This is an optimization exercise on Yosys and OpenROAD, whose aim is small area and a short achievable clock period, not a production implementation. In this exercise RTL edits were held to simulation tests only and were not proved equivalent to the original. Power and IR drop assume default switching activity.

==> flow/design.v, too long to show whole: its modules and the start of the top module <==
// module mdu4: 2778 lines
module mdu4 (
    input  wire        clk,
    input  wire        rst,
    input  wire        in_valid,
    input  wire        in_op,         
    input  wire [31:0] in_a,
    input  wire [31:0] in_b,
    input  wire [4:0]  in_tag,
    input  wire [3:0]  in_rob,
    input  wire [31:0] in_pc,
    output reg         out_valid,
    output reg  [31:0] out_value,
    output reg  [4:0]  out_tag,
    output reg  [3:0]  out_rob,
    output reg         fault,
    output reg  [31:0] fault_pc
);
  // ...
==> flow/flow/run.sh <==
#!/bin/bash
set -euo pipefail
MARGIN=62
{
  sed -n 1p synth_recipe.tcl
  cat <<EOT
proc abc {args} {
  set i [lsearch -exact \$args -script]
  if {\$i >= 0} { lset args [expr {\$i + 1}] $PWD/flow/abc_delay.script }
  yosys abc {*}\$args
}
EOT
  tail -n +2 synth_recipe.tcl
} > my_synth.tcl
KNOBS=(SYNTH_SCRIPT=$PWD/my_synth.tcl ADDER_MAP_FILE=
       "BUFFER_PORTS_ARGS=-buffer_cell sky130_fd_sc_hd__buf_1"
       SETUP_SLACK_MARGIN=$MARGIN)
bash standard.sh "${KNOBS[@]}" synth > synth.log 2>&1
bash standard.sh "${KNOBS[@]}" finish > layout.log 2>&1
==> flow/flow/abc_delay.script <==
strash
dch
map -D 15000
topo
stime -c
buffer -c
upsize -c -D 15000
dnsize -c -D 15000
==> flow/standard.sh <==
#!/bin/bash
# synth_recipe.tcl (not shown) runs the flow's synth.tcl, then flattens the netlist and writes it again
# the make line also repeats each setting of config.mk as NAME=value (left out here)
make -C /OpenROAD-flow-scripts/flow DESIGN_CONFIG=/design/flow/config.mk WORK_HOME=/design/flow/orfs CLKGATE_MAP_FILE= SYNTH_SCRIPT=/design/flow/synth_recipe.tcl "${@:-finish}"
==> flow/config.mk <==
export PLATFORM = sky130hd
export DESIGN_NAME = mdu4
export DESIGN_NICKNAME = mdu4
export VERILOG_FILES = /design/flow/design.v
export SDC_FILE = /design/flow/constraint.sdc
export NUM_CORES = 4
export LEC_CHECK = 0
export ABC_AREA = 1
export CAP_MARGIN = 20
export CORE_MARGIN = 2
export CORE_UTILIZATION = 60
export CTS_BUF_LIST = sky130_fd_sc_hd__clkbuf_8
export SLEW_MARGIN = 20
==> flow/constraint.sdc <==
create_clock -name core_clock -period 80.0 [get_ports {clk}]
set_input_delay 16.0000 -clock core_clock [delete_from_list [all_inputs] [get_ports {clk}]]
set_output_delay 16.0000 -clock core_clock [all_outputs]
set_load 0.01 [all_outputs]
==> reports/metrics.yaml, run 1 <==
tightest_slew_ns: 0.998
r2r-start: "ci4$_DFF_P_"
hold_slack_ns: 0.311
drtAntennaViolNets: 0
grtUsageMet3: 0.0754
initial_core_util: 0.608
status: "complete, no violations"
grt_pass1_vias: 39300
drv_cap: 0
async_flop_share: 0
r2r_end: "out_value[28]$_DFF_P_"
min_period_over_period: 0.223
relSlewSlack: 0.332
powerComb_w: 0.00143
antennaDiodeCount: 3
fill_cells: 5401
rsz0062_at_grt: "true"
postLayoutSetupSlackWorst_ns: 62.14
ys_warn_count: 1
yosys.area_share.simple: 0.352
power_density_nw_per_um2: 41.3
dr.pass1.iters: 9
setup_violations: 0
synth_enable_flop_cells: 32
seq_share: 0.196
==> inputs of run 2 (changes only) <==
--- a/flow/design.v
+++ b/flow/design.v
@@ -14,29 +14,30 @@
     output reg  [3:0]  out_rob,
     output reg         fault,
     output reg  [31:0] fault_pc
 );
     reg v1, v2, v3, v4;             
     reg z2, z3, z4;                 
     reg op1, op2, op3, op4;
     reg [8:0] tr1, tr2, tr3, tr4;   
-    reg [31:0] a1, b1;
+    reg [31:0] a1, y1;
+    reg        an1, ci1;
     reg [31:0] y2, y3, y4;          
     reg [31:0] ab2, ab3, ab4;       
     reg        sn2, sn3, sn4;       
-    reg [8:0] r2;
-    reg [16:0] r3;
+    reg [9:0] r2;
+    reg [17:0] r3;
     reg [24:0] r4;
-    wire z1 = v1 & op1 & (b1 == 32'd0);
-    wire [31:0] a_in  = (op1 & a1[31]) ? (~a1 + 32'd1) : a1;
-    wire [31:0] y_in  = op1 & ~b1[31] ? ~b1 : b1;
-    wire        ci_in = op1 & ~b1[31];
+    wire z1 = v1 & op1 & ci1 & (&y1);    
+    wire [31:0] a_in  = a1 + {31'd0, an1};
+    wire [31:0] y_in  = y1;
+    wire        ci_in = ci1;
     reg         ci2, ci3, ci4;       
-    wire        sn_in = a1[31] ^ b1[31];
+    wire        sn_in = an1 ^ ~ci1;
     wire [0:0] x0;
     assign x0 = op1 & a_in[31];
     wire hz0 = &y_in[31:1];
     wire [0:0] p0 = x0 ^ y_in[0:0];
     wire [0:0] g0 = x0 & y_in[0:0];
     wire [1:0] G0_0 = {g0, ci_in};
     wire [1:0] P0_0 = {p0, 1'b0};
     wire G0_1 = G0_0[1] | (P0_0[1] & G0_0[0]);
@@ -281,21 +282,21 @@
     wire P8_15 = P8_5 & P8_13;
     wire [8:0] c8 = {G8_14, G8_13, G8_12, G8_11, G8_10, G8_7, G8_6, G8_1, G8_0[0]};
     wire co8 = G8_15;
     wire [8:0] d8 = p8 ^ c8;
     wire sel8 = op1 ? (co8 & hz8) : q7[23];
     wire [8:0] o8 = sel8 ? d8 : x8;
     wire [31:0] q8 = {q7[31:24], sel8, q7[22:0]};
     wire [9:0] x9;
-    assign x9 = {r2[8:0], op2 & ab2[22]};
-    wire hz9 = &y2[31:10];
-    wire [9:0] p9 = x9 ^ y2[9:0];
-    wire [9:0] g9 = x9 & y2[9:0];
-    wire [10:0] G9_0 = {g9, ci2};
+    assign x9 = {o8[8:0], op1 & q8[22]};
+    wire hz9 = &y_in[31:10];
+    wire [9:0] p9 = x9 ^ y_in[9:0];
+    wire [9:0] g9 = x9 & y_in[9:0];
+    wire [10:0] G9_0 = {g9, ci_in};
     wire [10:0] P9_0 = {p9, 1'b0};
     wire G9_1 = G9_0[1] | (P9_0[1] & G9_0[0]);
     wire P9_1 = P9_0[1] & P9_0[0];
     wire G9_2 = G9_0[3] | (P9_0[3] & G9_0[2]);
     wire P9_2 = P9_0[3] & P9_0[2];
     wire G9_3 = G9_0[5] | (P9_0[5] & G9_0[4]);
     wire P9_3 = P9_0[5] & P9_0[4];
     wire G9_4 = G9_0[7] | (P9_0[7] & G9_0[6]);
@@ -324,21 +325,21 @@
     wire P9_15 = P9_0[8] & P9_14;
     wire G9_16 = G9_5 | (P9_5 & G9_14);
     wire P9_16 = P9_5 & P9_14;
     wire G9_17 = G9_10 | (P9_10 & G9_14);
     wire P9_17 = P9_10 & P9_14;
     wire [9:0] c9 = {G9_16, G9_15, G9_14, G9_13, G9_12, G9_11, G9_7, G9_6, G9_1, G9_0[0]};
     wire co9 = G9_17;
     wire [9:0] d9 = p9 ^ c9;
-    wire sel9 = op2 ? (co9 & hz9) : ab2[22];
+    wire sel9 = op1 ? (co9 & hz9) : q8[22];
     wire [9:0] o9 = sel9 ? d9 : x9;
-    wire [31:0] q9 = {ab2[31:23], sel9, ab2[21:0]};
+    wire [31:0] q9 = {q8[31:23], sel9, q8[21:0]};
     wire [10:0] x10;
-    assign x10 = {o9[9:0], op2 & q9[21]};
+    assign x10 = {r2[9:0], op2 & ab2[21]};
     wire hz10 = &y2[31:11];
     wire [10:0] p10 = x10 ^ y2[10:0];
     wire [10:0] g10 = x10 & y2[10:0];
     wire [11:0] G10_0 = {g10, ci2};
     wire [11:0] P10_0 = {p10, 1'b0};
     wire G10_1 = G10_0[1] | (P10_0[1] & G10_0[0]);
     wire P10_1 = P10_0[1] & P10_0[0];
     wire G10_2 = G10_0[3] | (P10_0[3] & G10_0[2]);
@@ -377,19 +378,19 @@
     wire P10_18 = P10_5 & P10_16;
     wire G10_19 = G10_11 | (P10_11 & G10_16);
     wire P10_19 = P10_11 & P10_16;
     wire G10_20 = G10_12 | (P10_12 & G10_16);
     wire P10_20 = P10_12 & P10_16;
     wire [10:0] c10 = {G10_19, G10_18, G10_17, G10_16, G10_15, G10_14, G10_13, G10_8, G10_7, G10_1, G10_0[0]};
     wire co10 = G10_20;
     wire [10:0] d10 = p10 ^ c10;
-    wire sel10 = op2 ? (co10 & hz10) : q9[21];
+    wire sel10 = op2 ? (co10 & hz10) : ab2[21];
     wire [10:0] o10 = sel10 ? d10 : x10;
-    wire [31:0] q10 = {q9[31:22], sel10, q9[20:0]};
+    wire [31:0] q10 = {ab2[31:22], sel10, ab2[20:0]};
     wire [11:0] x11;
     assign x11 = {o10[10:0], op2 & q10[20]};
     wire hz11 = &y2[31:12];
     wire [11:0] p11 = x11 ^ y2[11:0];
     wire [11:0] g11 = x11 & y2[11:0];
     wire [12:0] G11_0 = {g11, ci2};
     wire [12:0] P11_0 = {p11, 1'b0};
     wire G11_1 = G11_0[1] | (P11_0[1] & G11_0[0]);
@@ -809,21 +810,21 @@
     wire P16_35 = P16_9 & P16_33;
     wire [16:0] c16 = {G16_34, G16_33, G16_32, G16_31, G16_30, G16_29, G16_28, G16_27, G16_26, G16_21, G16_20, G16_19, G16_18, G16_11, G16_10, G16_1, G16_0[0]};
     wire co16 = G16_35;
     wire [16:0] d16 = p16 ^ c16;
     wire sel16 = op2 ? (co16 & hz16) : q15[15];
     wire [16:0] o16 = sel16 ? d16 : x16;
     wire [31:0] q16 = {q15[31:16], sel16, q15[14:0]};
     wire [17:0] x17;
-    assign x17 = {r3[16:0], op3 & ab3[14]};
-    wire hz17 = &y3[31:18];
-    wire [17:0] p17 = x17 ^ y3[17:0];
-    wire [17:0] g17 = x17 & y3[17:0];
-    wire [18:0] G17_0 = {g17, ci3};
+    assign x17 = {o16[16:0], op2 & q16[14]};
+    wire hz17 = &y2[31:18];
+    wire [17:0] p17 = x17 ^ y2[17:0];
+    wire [17:0] g17 = x17 & y2[17:0];
+    wire [18:0] G17_0 = {g17, ci2};
     wire [18:0] P17_0 = {p17, 1'b0};
     wire G17_1 = G17_0[1] | (P17_0[1] & G17_0[0]);
     wire P17_1 = P17_0[1] & P17_0[0];
     wire G17_2 = G17_0[3] | (P17_0[3] & G17_0[2]);
     wire P17_2 = P17_0[3] & P17_0[2];
     wire G17_3 = G17_0[5] | (P17_0[5] & G17_0[4]);
     wire P17_3 = P17_0[5] & P17_0[4];
     wire G17_4 = G17_0[7] | (P17_0[7] & G17_0[6]);
@@ -892,21 +893,21 @@
     wire P17_35 = P17_0[16] & P17_34;
     wire G17_36 = G17_9 | (P17_9 & G17_34);
     wire P17_36 = P17_9 & P17_34;
     wire G17_37 = G17_18 | (P17_18 & G17_34);
     wire P17_37 = P17_18 & P17_34;
     wire [17:0] c17 = {G17_36, G17_35, G17_34, G17_33, G17_32, G17_31, G17_30, G17_29, G17_28, G17_27, G17_22, G17_21, G17_20, G17_19, G17_11, G17_10, G17_1, G17_0[0]};
     wire co17 = G17_37;
     wire [17:0] d17 = p17 ^ c17;
-    wire sel17 = op3 ? (co17 & hz17) : ab3[14];
+    wire sel17 = op2 ? (co17 & hz17) : q16[14];
     wire [17:0] o17 = sel17 ? d17 : x17;
-    wire [31:0] q17 = {ab3[31:15], sel17, ab3[13:0]};
+    wire [31:0] q17 = {q16[31:15], sel17, q16[13:0]};
     wire [18:0] x18;
-    assign x18 = {o17[17:0], op3 & q17[13]};
+    assign x18 = {r3[17:0], op3 & ab3[13]};
     wire hz18 = &y3[31:19];
     wire [18:0] p18 = x18 ^ y3[18:0];
     wire [18:0] g18 = x18 & y3[18:0];
     wire [19:0] G18_0 = {g18, ci3};
     wire [19:0] P18_0 = {p18, 1'b0};
     wire G18_1 = G18_0[1] | (P18_0[1] & G18_0[0]);
     wire P18_1 = P18_0[1] & P18_0[0];
     wire G18_2 = G18_0[3] | (P18_0[3] & G18_0[2]);
@@ -985,19 +986,19 @@
     wire P18_38 = P18_9 & P18_36;
     wire G18_39 = G18_19 | (P18_19 & G18_36);
     wire P18_39 = P18_19 & P18_36;
     wire G18_40 = G18_20 | (P18_20 & G18_36);
     wire P18_40 = P18_20 & P18_36;
     wire [18:0] c18 = {G18_39, G18_38, G18_37, G18_36, G18_35, G18_34, G18_33, G18_32, G18_31, G18_30, G18_29, G18_24, G18_23, G18_22, G18_21, G18_12, G18_11, G18_1, G18_0[0]};
     wire co18 = G18_40;
     wire [18:0] d18 = p18 ^ c18;
-    wire sel18 = op3 ? (co18 & hz18) : q17[13];
+    wire sel18 = op3 ? (co18 & hz18) : ab3[13];
     wire [18:0] o18 = sel18 ? d18 : x18;
-    wire [31:0] q18 = {q17[31:14], sel18, q17[12:0]};
+    wire [31:0] q18 = {ab3[31:14], sel18, ab3[12:0]};
     wire [19:0] x19;
     assign x19 = {o18[18:0], op3 & q18[12]};
     wire hz19 = &y3[31:20];
     wire [19:0] p19 = x19 ^ y3[19:0];
     wire [19:0] g19 = x19 & y3[19:0];
     wire [20:0] G19_0 = {g19, ci3};
     wire [20:0] P19_0 = {p19, 1'b0};
     wire G19_1 = G19_0[1] | (P19_0[1] & G19_0[0]);
@@ -2758,20 +2759,22 @@
     always @(posedge clk) begin
         v1 <= !rst & in_valid;
         v2 <= !rst & v1;
         v3 <= !rst & v2;
         v4 <= !rst & v3;
         z2 <= !rst & z1;
         z3 <= !rst & z2;
         z4 <= !rst & z3;
-        op1 <= in_op;  a1 <= in_a;  b1 <= in_b;  tr1 <= {in_tag, in_rob};
+        op1 <= in_op;  tr1 <= {in_tag, in_rob};
+        a1  <= in_a ^ {32{in_op & in_a[31]}};  an1 <= in_op & in_a[31];
+        y1  <= in_b ^ {32{in_op & ~in_b[31]}}; ci1 <= in_op & ~in_b[31];
         ci2 <= ci_in;  ci3 <= ci2;  ci4 <= ci3;
-        op2 <= op1;  y2 <= y_in;  ab2 <= q8;  sn2 <= sn_in;  r2 <= o8;  tr2 <= tr1;
-        op3 <= op2;  y3 <= y2;    ab3 <= q16;  sn3 <= sn2;    r3 <= o16;  tr3 <= tr2;
+        op2 <= op1;  y2 <= y_in;  ab2 <= q9;  sn2 <= sn_in;  r2 <= o9;  tr2 <= tr1;
+        op3 <= op2;  y3 <= y2;    ab3 <= q17;  sn3 <= sn2;    r3 <= o17;  tr3 <= tr2;
         op4 <= op3;  y4 <= y3;    ab4 <= q24;  sn4 <= sn3;    r4 <= o24;  tr4 <= tr3;
         out_valid <= !rst & !fault & v4 & !z4;
         fault     <= !rst & (fault | z4);
         out_value <= result;
         {out_tag, out_rob} <= tr4;
         if (!(fault | z1 | z2 | z3 | z4))
             fault_pc <= in_pc;
     end
==> run 2 against run 1 <==
Compared with the run above: synthesized cell count rose by 0.25%; sequential share of layout area is 0.63 points higher; routed wire length shrank 2.6%; final cell count decreased by 0.80%; register-to-register slack improved by 0.66 ns; first-iteration DRC count up 4.3%; largest power group unchanged.
==> reports/metrics.yaml, run 2 <==
status: "complete, no violations"  # unchanged
r2r-start: "op4$_DFF_P_"  # was ci4$_DFF_P_
relSlewSlack: 0.445  # was 0.332
synth.most_common_cell: "nor2_1"  # unchanged
finalHoldViolCount: 0  # unchanged
gp_congestion: 1.03  # was 1.06
synth_enable_flop_cells: 32  # unchanged
hold_buffers: 0  # unchanged
cp-end-kind: "primary output"  # was flop
drtAntennaViolNets: 0  # unchanged
portBuffers: 183  # unchanged
clock_skew_ns: 0.0550  # was 0.0574 ns
synth_seq_cells: 439  # was 435
setup-tns-final_ns: 0  # unchanged
yosysTopAreaCell: "dfxtp_1"  # unchanged
routed-via-count: 44300  # was 45,600
tightest_slew_ns: 0.831  # was 0.998 ns
layout_commonest_cell: "nor2_1"  # unchanged
grtUsageTotal: 0.384  # was 0.392
num_rows: 93  # was 92
setup_violations: 0  # unchanged
syn_area_per_cell_um2: 5.84  # was 5.71 um^2
maxSlewViolCount: 0  # unchanged
wire_per_inst_um: 17.5  # was 17.8 um
drv_cap: 0  # unchanged
slowest_delay_ns: 0.50  # was 0.41 ns
p_leak_nw: 22.2  # was 22.7 nW
via_per_inst: 5.56  # was 5.67
pwr-share-seq: 0.157  # was 0.150
min_period_over_period: 0.217  # was 0.223
tritoncts: "done"  # unchanged
swShare: 0.548  # was 0.551
rsz0062_at_grt: "false"  # was true
vdd_drop_max_v: 0.0000195  # was 0.0000256 V
place_inst: 7668  # was 7,623
io_pins: 184  # unchanged
dieArea_um2: 67600  # was 66,000 um^2
fin_area_um2: 45300  # was 46,600 um^2
fill_cells: 5937  # was 5,401
arrival_ns: 1.35  # was 18.41 ns
min_period_ns: 17.35  # was 17.86 ns
dr.pass1.iters: 6  # was 9
overflow: 0  # unchanged
die_h_um: 260  # was 257 um
layout_common_cells: "nor2_1 (1,608), nand2_1 (1,225), inv_1 (943)"  # was nor2_1 (1,509), nand2_1 (1,291), inv_1 (914)
hp-start: "sn3$_DFF_P_"  # unchanged
initial_core_util: 0.608  # about the same
cts_max_level: 3  # unchanged
clk_root_buffer_cell: "clkbuf_8"  # unchanged
synth_area_um2: 39300  # was 38,400 um^2
power.switching_w: 0.00104  # was 0.00106 W
die_x_um: 260  # was 257 um
drive_above_1_share: 0.111  # was 0.143
clk-insertion-delay-late_ns: 0.67  # was 0.71 ns
pwr-share-clk: 0.109  # about the same
fmax_mhz: 57.6  # was 56.0 MHz
synth_cells: 6738  # was 6,721
seq_area_frac_synth: 0.232  # was 0.235
grt_pass1_wl_um: 204000  # was 207,000 um
critPathLaunchType: "flop"  # unchanged
synth_top_area_share: 0.207  # was 0.210
syn_nets: 6847  # was 6,830
pwr-share-comb: 0.733  # was 0.742
critical_path_class: "reg2out"  # was reg2reg
num-nets-final: 7172  # was 7,242
post-route-util: 0.700  # was 0.737
cts_sinks: 439  # was 435
hold_path_class: "reg2reg"  # unchanged
ys_warn_count: 1  # unchanged
clk_pin_slew_ns: 0.06  # about the same
dominantRegCellSynth: "dfxtp_1"  # unchanged
area_delta_synth_final_pct: 15.2  # was 21.4%
cp_slowest_cell: "dfxtp_1"  # was nor4_1
crit_start: "out_value[11]$_DFF_P_"  # was ci4$_DFF_P_
grt_antenna_before_repair: 7  # was 9
finalNonFillerCells: 7973  # was 8,037
cp_top_family: "flip-flops"  # was simple AND/OR/NAND/NOR gates
netlist_top_cells_count: "nor2_1 (1,663), nand2_1 (1,244), inv_1 (947)"  # was nor2_1 (1,628), nand2_1 (1,323), inv_1 (929)
critPathRequiredTime_ns: 64.00  # was 80.56 ns
internal_power_w: 0.000854  # was 0.000864 W
async_flop_share: 0  # unchanged
path_cells: "buf_1"
clockBufferDepth: 3  # unchanged
cts_buffers: 71  # was 74
synthDistinctLibCells: 78  # was 74
dpl_cell_area_um2: 40300  # was 39,600 um^2
drc: 0  # unchanged
grt_max_degree: 39  # was 37
drt_iter0_markers: 4702  # was 4,507
synth_area_leaders: "dfxtp_1 (21%), nor2_1 (16%), nand2_1 (12%), xor2_1 (9.2%), inv_1 (9.0%)"  # was dfxtp_1 (21%), nor2_1 (16%), nand2_1 (13%), inv_1 (9.1%), xor2_1 (8.2%)
totalWireLength_um: 139000  # was 143,000 um
hpwl_um: 105000  # was 102,000 um
cp_max_fo: 1  # was 27
grt_pass1_vias: 37800  # was 39,300
core_region_area_um2: 64700  # was 63,200 um^2
power_density_nw_per_um2: 41.7  # was 41.3 nW/um^2
path_buf_inv: 1  # was 36
==> run 2: cell types whose count changed in the layout (fill, tap and decap cells not counted), moves of 47 or more <==
cell,previous run,this run
nand2_1,1291,1225
o21ai_1,177,109
nor2_2,106,59
nor2_1,1509,1608
buf_4,241,175
xor2_1,354,410
==> run 2: cells by family (layout without fill, tap and decap cells) <==
group	Yosys count	in the layout	share of synthesized area
AO/OA/AOI/OAI	1196	1199	0.172
XOR/XNOR	557	557	0.124
adder cells (fa/ha/maj)	2	2	0.000509
buffers and inverters	1166	1540	0.126
flip-flops	439	439	0.232
multiplexers	4	4	0.00102
other	0	3	0
AND/OR/NAND/NOR	3374	3374	0.345
==> run 2: layout make-up <==
cell class                      instances  area (um^2)  area share
Clock inverter                         43          393     0.00867
Timing Repair inverter                 12         86.3     0.00190
Timing Repair Buffer                  394         2710      0.0597
Tap cell                              855         1070      0.0236
Antenna cell                            3         7.51    0.000166
Inverter                             1009         4060      0.0896
Clock buffer                           82         1130      0.0249
Multi-Input combinational cell       5136        26700       0.589
Sequential cell                       439         9170       0.202
==> run 2: path summary, 6_finish.rpt <==
| path | slack [ns] | cells after the start | endpoint |
|---|---|---|---|
| hold reg to reg | 0.30 | 0 | sn4$_DFF_P_ |
| hold / removal | 0.30 | 0 | sn4$_DFF_P_ |
| setup / recovery | 62.65 | 1 | out_value[11] |
| setup reg to reg | 62.80 | 111 | out_value[30]$_DFF_P_ |
==> run 2: through the flow <==
step | power, W | hold slack (ns) | setup WS (ns)
6_report | 0.00189 | 0.299 | 62.65
5_1_grt | 0.00205 | 0.313 | 61.58
4_1_cts | 0.00176 | 0.306 | 62.00
3_5_place_dp | 0.00152 | 0.312 | 58.48
3_3_place_gp | 0.00152 | 0.310 | 58.87
2_1_floorplan | 0.00127 | 0.310 | 63.01
==> run 2: power by group through the flow <==
| stage | logic [W] | registers (W) | clock network, W |
|---|---|---|---|
| global route | 0.00154 | 0.000298 | 0.000219 |
| global placement | 0.00122 | 0.000298 | 0 |
| detailed placement | 0.00122 | 0.000299 | 0 |
| finish | 0.00139 | 0.000297 | 0.000207 |
| floorplan | 0.000982 | 0.000284 | 0 |
| CTS | 0.00125 | 0.000294 | 0.000210 |
==> run 2: metal layers <==
layer,share of wire,global-route usage,routed length (um),vias to the layer above
li1,-,-,-,22000
met1,0.41,0.506,56900,19900
met2,0.43,0.606,60300,2119
met3,0.11,0.0773,15100,369
met4,0.050,0.171,6940,2
met5,0.000093,0,13,-
==> run 2: what timing repair did <==
item	4_1_cts	5_1_grt
buffers inserted	22	125
pin swaps	7	77
gates cloned	10	18
setup endpoints to repair	80	89
gates resized for setup	132	437
==> inputs of run 3 (changes only) <==
==> flow/flow/abc_delay.script (replaced) <==
strash
dch
map -D 14000
topo
stime -c
buffer -c
upsize -c -D 14000
dnsize -c -D 14000
==> run 3 against run 2 <==
Compared with the run above: setup slack worse by 0.0042 ns; non-clock buffer count fell by 54; synthesized cell count down 0.19%; largest cell class unchanged; die area shrank 0.60%.
==> reports/metrics.yaml, run 3 <==
status: "complete, no violations"  # unchanged
cts_sinks: 439  # unchanged
clockBufferDepth: 3  # unchanged
layout_commonest_cell: "nor2_1"  # unchanged
hold_slack_ns: 0.309  # was 0.299 ns
clk-insertion-delay-late_ns: 0.71  # was 0.67 ns
arrival_ns: 1.35  # about the same
synthDistinctLibCells: 82  # was 78
p_leak_nw: 21.8  # was 22.2 nW
drt_iter0_markers: 4418  # was 4,702
dr.pass1.iters: 7  # was 6
critPathRequiredTime_ns: 64.00  # about the same
dieArea_um2: 67200  # was 67,600 um^2
grtUsageTotal: 0.392  # was 0.384
initial_core_util: 0.607  # was 0.608
path_buf_inv: 1  # unchanged
power_density_nw_per_um2: 42.2  # was 41.7 nW/um^2
synth_area_leaders: "dfxtp_1 (21%), nor2_1 (16%), nand2_1 (12%), xor2_1 (9.3%), inv_1 (8.3%)"  # was dfxtp_1 (21%), nor2_1 (16%), nand2_1 (12%), xor2_1 (9.2%), inv_1 (9.0%)
hold_path_class: "reg2reg"  # unchanged
cp-end-kind: "primary output"  # unchanged
grt_antenna_before_repair: 5  # was 7
maxSlewViolCount: 0  # unchanged
wire_per_inst_um: 17.6  # was 17.5 um
dominantRegCellSynth: "dfxtp_1"  # unchanged
die_h_um: 259  # was 260 um
grt_pass1_vias: 38900  # was 37,800
synth_top_area_share: 0.208  # was 0.207
tritoncts: "done"  # unchanged
drc: 0  # unchanged
relSlewSlack: 0.368  # was 0.445
routed-via-count: 44100  # was 44,300
finalNonFillerCells: 7907  # was 7,973
grt_pass1_wl_um: 207000  # was 204,000 um
design_power_total_w: 0.00189  # about the same
r2r_end: "r4[1]$_DFF_P_"  # was out_value[30]$_DFF_P_
slowest_delay_ns: 0.46  # was 0.50 ns
fill_cells: 5916  # was 5,937
core_region_area_um2: 64500  # was 64,700 um^2
cp_slowest_cell: "dfxtp_1"  # unchanged
portBuffers: 183  # unchanged
async_flop_share: 0  # unchanged
r2r-start: "op3$_DFF_P_"  # was op4$_DFF_P_
ff2ff_setup_slack_ns: 62.74  # was 62.80 ns
layout_common_cells: "nor2_1 (1,605), nand2_1 (1,233), inv_1 (870)"  # was nor2_1 (1,608), nand2_1 (1,225), inv_1 (943)
synth_enable_flop_cells: 32  # unchanged
clk_root_buffer_cell: "clkbuf_8"  # unchanged
via_per_inst: 5.58  # was 5.56
cts_max_level: 3  # unchanged
die_x_um: 259  # was 260 um
min_period_over_period: 0.217  # about the same
grt_max_degree: 58  # was 39
overflow: 0  # unchanged
hp-start: "tr4[4]$_DFF_P_"  # was sn3$_DFF_P_
ys_warn_count: 1  # unchanged
synth.most_common_cell: "nor2_1"  # unchanged
area_delta_synth_final_pct: 14.5  # was 15.2%
clock_skew_ns: 0.0900  # was 0.0550 ns
vdd_drop_max_v: 0.0000255  # was 0.0000195 V
min_path_cells: 0  # unchanged
num-nets-final: 7106  # was 7,172
path_cells: "buf_1"  # unchanged
critPathLaunchType: "flop"  # unchanged
drive_above_1_share: 0.108  # was 0.111
hpwl_um: 103000  # was 105,000 um
drv_cap: 0  # unchanged
place_inst: 7648  # was 7,668
critical_path_class: "reg2out"  # unchanged
clk_pin_slew_ns: 0.07  # was 0.06 ns
finalHoldViolCount: 0  # unchanged
fmax_mhz: 57.6  # about the same
netlist_top_cells_count: "nor2_1 (1,653), nand2_1 (1,248), inv_1 (865)"  # was nor2_1 (1,663), nand2_1 (1,244), inv_1 (947)
synth_seq_cells: 439  # unchanged
num_rows: 93  # unchanged
yosysTopAreaCell: "dfxtp_1"  # unchanged
cp_top_family: "flip-flops"  # unchanged
synth_cells: 6725  # was 6,738
reg2regPathDepth: 114  # was 111
cts_buffers: 73  # was 71
syn_nets: 6834  # was 6,847
synth_area_um2: 39100  # was 39,300 um^2
syn_area_per_cell_um2: 5.81  # was 5.84 um^2
tightest_slew_ns: 0.947  # was 0.831 ns
hold_end: "out_tag[0]$_DFF_P_"  # was sn4$_DFF_P_
gp_congestion: 1.00  # was 1.03
post-route-util: 0.694  # was 0.700
setup_violations: 0  # unchanged
cp_max_fo: 1  # unchanged
drtAntennaViolNets: 0  # unchanged
io_pins: 184  # unchanged
rsz0062_at_grt: "false"  # unchanged
seq_area_frac_synth: 0.233  # was 0.232
min_period_ns: 17.35  # about the same
setup-tns-final_ns: 0  # unchanged
totalWireLength_um: 139000  # about the same
-- run 3: cell count changes after synthesis, moves of 8 or more --
| cell | previous run | this run |
|---|---|---|
| clkbuf_8 | 39 | 0 |
| o21ai_0 | 480 | 412 |
| or2_1 | 2 | 10 |
| o21ai_2 | 26 | 13 |
| inv_2 | 32 | 104 |
| or2_2 | 46 | 38 |
| inv_1 | 947 | 865 |
| buf_4 | 4 | 46 |
| o21ai_1 | 78 | 160 |
| nor2_1 | 1663 | 1653 |
-- run 3: what timing repair did --
item / in CTS / in global routing
buffers inserted: 28 / 79
endpoints found under the setup margin: 78 / 88
pin swaps: 17 / 53
gates cloned: 7 / 13
hold buffers: 0 / 0
gates resized for setup: 127 / 354
-- run 3: stage by stage --
step | worst slack (ns) | cell area (um^2)
final | 62.65 | 44800
after global routing | 61.69 | 44800
after CTS | 61.99 | 42600
after detailed placement | 57.99 | 40300
after global placement | 58.10 | 40300
after floorplan | 63.01 | 39100
-- run 3: logic make-up after synthesis --
family / share of synthesized area
AOI/OAI and AO/OA: 0.174
DFF: 0.233
xor gates and xnor gates: 0.125
and+or+nand+nor: 0.347
adders and majority gates: 0.000512
buffers and inverters: 0.119
muxes: 0.00102
-- run 3: area by class of cell --
type | instances | area [um^2] | area share
Timing Repair inverter | 6 | 42.5 | 0.000950
Clock inverter | 39 | 387 | 0.00864
Sequential cell | 439 | 9170 | 0.205
Multi-Input combinational cell | 5138 | 26700 | 0.596
Clock buffer | 88 | 1210 | 0.0271
Inverter | 999 | 3990 | 0.0891
Tap cell | 855 | 1070 | 0.0239
Timing Repair Buffer | 340 | 2230 | 0.0498
Antenna cell | 3 | 7.51 | 0.000168
-- run 3: report_power, final --
group	switching, W	leakage [nW]	internal, W	total (W)
logic	0.000893	17.2	0.000477	0.00137
clock network	0.0000996	0.868	0.000121	0.000220
registers	0.0000366	3.77	0.000259	0.000296
-- run 3: worst max path at each step --
stage,end,from,slack (ns),cells after the start
after floorplan,a1[10]$_DFF_P_,in_a[31],63.01,4
after global placement,out_value[26]$_DFF_P_,y4[16]$_DFF_P_,58.10,125
after detailed placement,out_value[26]$_DFF_P_,y4[16]$_DFF_P_,57.99,125
after CTS,out_value[26]$_DFF_P_,y4[1]$_DFF_P_,61.99,128
after global routing,r4[2]$_DFF_P_,op3$_DFF_P_,61.69,119
final,out_value[8],out_value[8]$_DFF_P_,62.65,1
-- run 3: metal layers --
metal  vias to the layer above  GRT usage  part of all wire  wire [um]
li1                      21800          -                 -          -
met1                     19700      0.497              0.40      55800
met2                      2088      0.613              0.43      59200
met3                       478     0.0852              0.11      15000
met4                         2      0.227             0.065       9040
met5                         -          0          0.000093         13
-- run 3: worst register-to-register path: cells and delay by family (launching register included) --
kind            cells  cell delay (ns)
compound gates     37             6.70
buf+inv            24             3.28
simple gates       52             6.61
flops               1             0.35
fa+ha+maj           1             0.22

-- afterwards: timing with drivers on the ports --
The flow's constraints put no driver on any port. The routed layouts listed below were extracted and timed again, unchanged, in two steps.
Step 1, drivers: a clkbuf_16 drives clk and a buf_2 each remaining input, both assumed.
Step 2 also shifts input and output timing later by t, the mid clock arrival at the registers, as if the neighbouring blocks saw the same clock.
Three values: ideal ports, drivers, drivers and shift; two values: the first two.
run	t, ns	slack for setup (ns)	clock arrival spread, ns
run 1	0.748	62.143 / 62.143 / 62.143	0.058 / 0.057
run 2	0.708	62.649 / 62.584 / 62.801	0.061 / 0.061
run 3	0.737	62.645 / 62.578 / 62.736	0.090 / 0.090
After both steps setup and hold are still met in every run listed.
